Source: an optimization exercise on an open RTL-to-GDS flow (aim: small area, a short achievable clock period and few clock cycles per item). Production flows keep margins and buffers that such runs may drop. Function was checked by simulation only, so behaviour that the tests miss may differ from the original. No activity file was given, so power comes from the tool's default toggle rates.

== v31 ==
// aq_exec
module aq_exec (
    input  wire        clk,
    input  wire        rst,
    input  wire        in_valid,
    output wire        in_ready,
    input  wire [31:0] in_insn,
    input  wire [31:0] in_a,       
    input  wire [31:0] in_b,       
    output reg         out_valid,
    input  wire        out_ready,
    output reg  [3:0]  out_rd,
    output reg         out_we,
    output reg  [31:0] out_result,
    output reg  [1:0]  out_fault   
);
Size: about 4400 cells after synthesis, roughly 140 I/O pins, ~30000 um^2 of cells after synthesis.
==> flow/config.mk <==
export PLATFORM = sky130hd
export DESIGN_NAME = aq_exec
export DESIGN_NICKNAME = aq_exec
export VERILOG_FILES = /design/flow/design.v
export SDC_FILE = /design/flow/constraint.sdc
export NUM_CORES = 4
export LEC_CHECK = 0
export ABC_AREA = 1
export CAP_MARGIN = 20
export CORE_MARGIN = 2
export CORE_UTILIZATION = 40
export SETUP_SLACK_MARGIN = 5
export SLEW_MARGIN = 20
==> flow/constraint.sdc <==
create_clock -name core_clock -period 10.0 [get_ports {clk}]
set_input_delay 2.0000 -clock core_clock [delete_from_list [all_inputs] [get_ports {clk}]]
set_output_delay 2.0000 -clock core_clock [all_outputs]
set_load 0.01 [all_outputs]
standard.sh (not shown) runs the stock make flow with config.mk's settings and CLKGATE_MAP_FILE= SYNTH_SCRIPT=/design/flow/synth_recipe.tcl, a recipe that flattens the netlist after the stock synthesis.
==> flow/flow/run.sh <==
#!/bin/bash
set -euo pipefail
bash standard.sh "BUFFER_PORTS_ARGS=-buffer_cell sky130_fd_sc_hd__buf_2" finish > flow_standard.log 2>&1
v31 completed every stage of the flow, and the final layout passed the timing, design-rule and antenna checks.
Testbench counts of v31, summed over its fixed seeds: cycles 24,843, items 16,000.
Changes in v24 relative to v31:
==> flow/flow/run.sh <==
#!/bin/bash
set -euo pipefail
bash standard.sh "BUFFER_PORTS_ARGS=-buffer_cell sky130_fd_sc_hd__buf_2" SETUP_SLACK_MARGIN=5.4 finish > flow_standard.log 2>&1
- The headroom to the max-slew limit of v24 was superior to that of v31.
- Compare v24 and v31 | met1 capacity usage during global routing higher: v24
- Delta(overall power of the completed layout, v24 - v31) > 0
- Comparing v24 and v31, the lower global-route usage was measured on v31.
Modified inputs, v47 compared to v24
==> flow/run.sh (new file) <==
#!/bin/bash
# synth_recipe.tcl (not shown) runs the flow's synth.tcl, then flattens the netlist and writes it again
# the make line also repeats each setting of config.mk as NAME=value (left out here)
make -C /OpenROAD-flow-scripts/flow DESIGN_CONFIG=/design/flow/config.mk WORK_HOME=/design/flow/orfs CLKGATE_MAP_FILE= SYNTH_SCRIPT=/design/flow/synth_recipe.tcl finish
removed: flow/flow/run.sh
removed: flow/standard.sh
--- outcome ---
Comparing the two runs side by side, v47 comes out behind v24 on slack of the worst reg-to-reg path. Comparing v47 and v24, the higher worst IR drop on VDD is on v47. Period utilization was lower in v24 than in v47. As of v47, count of clock-buffer cells in the layout had risen by a few percent compared to v24. Looking at flip-flop and latch share of the layout cell area across v47 and v24, the one that comes out lower is v24. Lower global-route usage among v47 and v24: v47. Diff v24 -> v47: fraction of final layout cells with drive strength greater than 1 -5.7 points, setup slack -530 ps. v47 and v24 ended up with nearly the same die area.

========
== the previous run ==
Another version of the RTL of aq_exec (not shown whole).
Size: roughly 140 I/O pins, ~29000 µm² of cells after synthesis.
==> flow/config.mk <==
export PLATFORM = sky130hd
export DESIGN_NAME = aq_exec
export DESIGN_NICKNAME = aq_exec
export VERILOG_FILES = /design/flow/design.v
export SDC_FILE = /design/flow/constraint.sdc
export NUM_CORES = 4
export LEC_CHECK = 0
export ABC_AREA = 1
export CAP_MARGIN = 20
export CORE_MARGIN = 2
export CORE_UTILIZATION = 40
export SETUP_SLACK_MARGIN = 5
export SLEW_MARGIN = 20
==> flow/constraint.sdc <==
create_clock -name core_clock -period 10.0 [get_ports {clk}]
set_input_delay 2.0000 -clock core_clock [delete_from_list [all_inputs] [get_ports {clk}]]
set_output_delay 2.0000 -clock core_clock [all_outputs]
set_load 0.01 [all_outputs]
==> flow/flow/run.sh <==
#!/bin/bash
set -euo pipefail
MARGIN=${MARGIN:-5.6}
bash standard.sh SETUP_SLACK_MARGIN=$MARGIN finish > flow_standard.log 2>&1
The previous run | status: complete | timing, DRC, antenna: pass
Testbench counts of the previous run, summed over its fixed seeds: cycles 24,835, items 16,000.
What the current run does differently from the previous run at the input level:
==> flow/run.sh (new file) <==
#!/bin/bash
# synth_recipe.tcl (not shown) runs the flow's synth.tcl, then flattens the netlist and writes it again
# the make line also repeats each setting of config.mk as NAME=value (left out here)
make -C /OpenROAD-flow-scripts/flow DESIGN_CONFIG=/design/flow/config.mk WORK_HOME=/design/flow/orfs CLKGATE_MAP_FILE= SYNTH_SCRIPT=/design/flow/synth_recipe.tcl finish
removed: flow/flow/run.sh
removed: flow/standard.sh
Results
Run comparison: the current run uppermost layer routed met5; the previous run uppermost layer routed met4. The previous run → the current run: multi-input gate count saw little to no change, multi-input gate area in the final layout saw a decrease. Compared with the previous run, in the current run least setup slack across all paths after layout has decreased, combinational power fell by about 7%, non-filler instance count after layout lost 131, cell area after layout lost 6.2%, placed standard-cell area fell by 230 µm². Relative area of clock buffers and inverters in the final design: the current run vs the previous run — no meaningful difference. Instance count on the critical path in the current run vs the previous run: up 1. Summary — multi-input gate share of the layout cell area, the current run relative to the previous run: higher, by 2.2 points. Wire length after detailed routing improves in the current run relative to the previous run.

========
## run a
Another version of the RTL of aq_exec (not shown whole).
Size: about 4,600 cells after synthesis, ~260 flip-flops.
export LEC_CHECK = 0
export CAP_MARGIN = 20
export CORE_MARGIN = 2
export CORE_UTILIZATION = 40
export SETUP_SLACK_MARGIN = 4
export SLEW_MARGIN = 20
create_clock -name core_clock -period 10.0 [get_ports {clk}]
run.sh (not shown) runs the stock make flow with config.mk's settings and CLKGATE_MAP_FILE= SYNTH_SCRIPT=/design/flow/synth_recipe.tcl, a recipe that flattens the netlist after the stock synthesis.
Stock flow here: none of the scripts above is used.
Testbench counts of run a, summed over its fixed seeds: cycles 24,381, items 16,000.
The following lists how run b was set up differently from run a:
- SETUP_SLACK_MARGIN removed (was 4)
### Flow results
Going from run a to run b, the area added between synthesis and finish was found to have gone down by 0.37 points.
Run a and run b ended up with roughly the same share of power burned in the clock network.
Run a → run b: first-iteration DRC count now sits higher, synthesized area shows no meaningful change.
In terms of worst hold slack after final layout, run a and run b differ only marginally.
For the global-route usage, run b came in 0.31 points lower than run a did.
Changes observed in run b relative to run a: area of all placed cells without fillers fell 0.34%, per-cell via count in the routed design comparable.
Between run b and run a, it is run b whose minimum clock period is higher, by 0.41 ns.

[static timing again, ports no longer ideal]
In the flow no input, the clock included, has a driving cell. The finished layouts below were timed again as built, in two steps. Step 1, drivers: a clkbuf_16 drives clk and a buf_2 each remaining input, both assumed. Step 2 also shifts input and output timing later by t, the mid clock arrival at the registers, as if the neighbouring blocks saw the same clock. Slacks: ideal / step 1 / step 2; pairs: ideal / step 1.
run | t, ns | setup WS [ns] | slew at the worst register clock pin (ns)
v31 | 0.651 | 5.044 / 5.044 / 4.590 | 0.07 / 0.07
v24 | 0.649 | 5.400 / 5.400 / 4.897 | 0.07 / 0.07
v47 | 0.656 | 4.873 / 4.873 / 4.482 | 0.08 / 0.08
the previous run | 0.565 | 4.583 / 4.519 / 5.064 | 0.10 / 0.10
the current run | 0.577 | 4.515 / 4.450 / 4.541 | 0.10 / 0.10
run a | 0.629 | 4.187 / 4.187 / 3.607 | 0.07 / 0.07
run b | 0.645 | 3.778 / 3.778 / 3.229 | 0.07 / 0.07
After both steps setup and hold are still met in every run listed. The setup slack of run a, which loses most, moves by 0.000 ns with the drivers and by -0.580 ns with both steps.
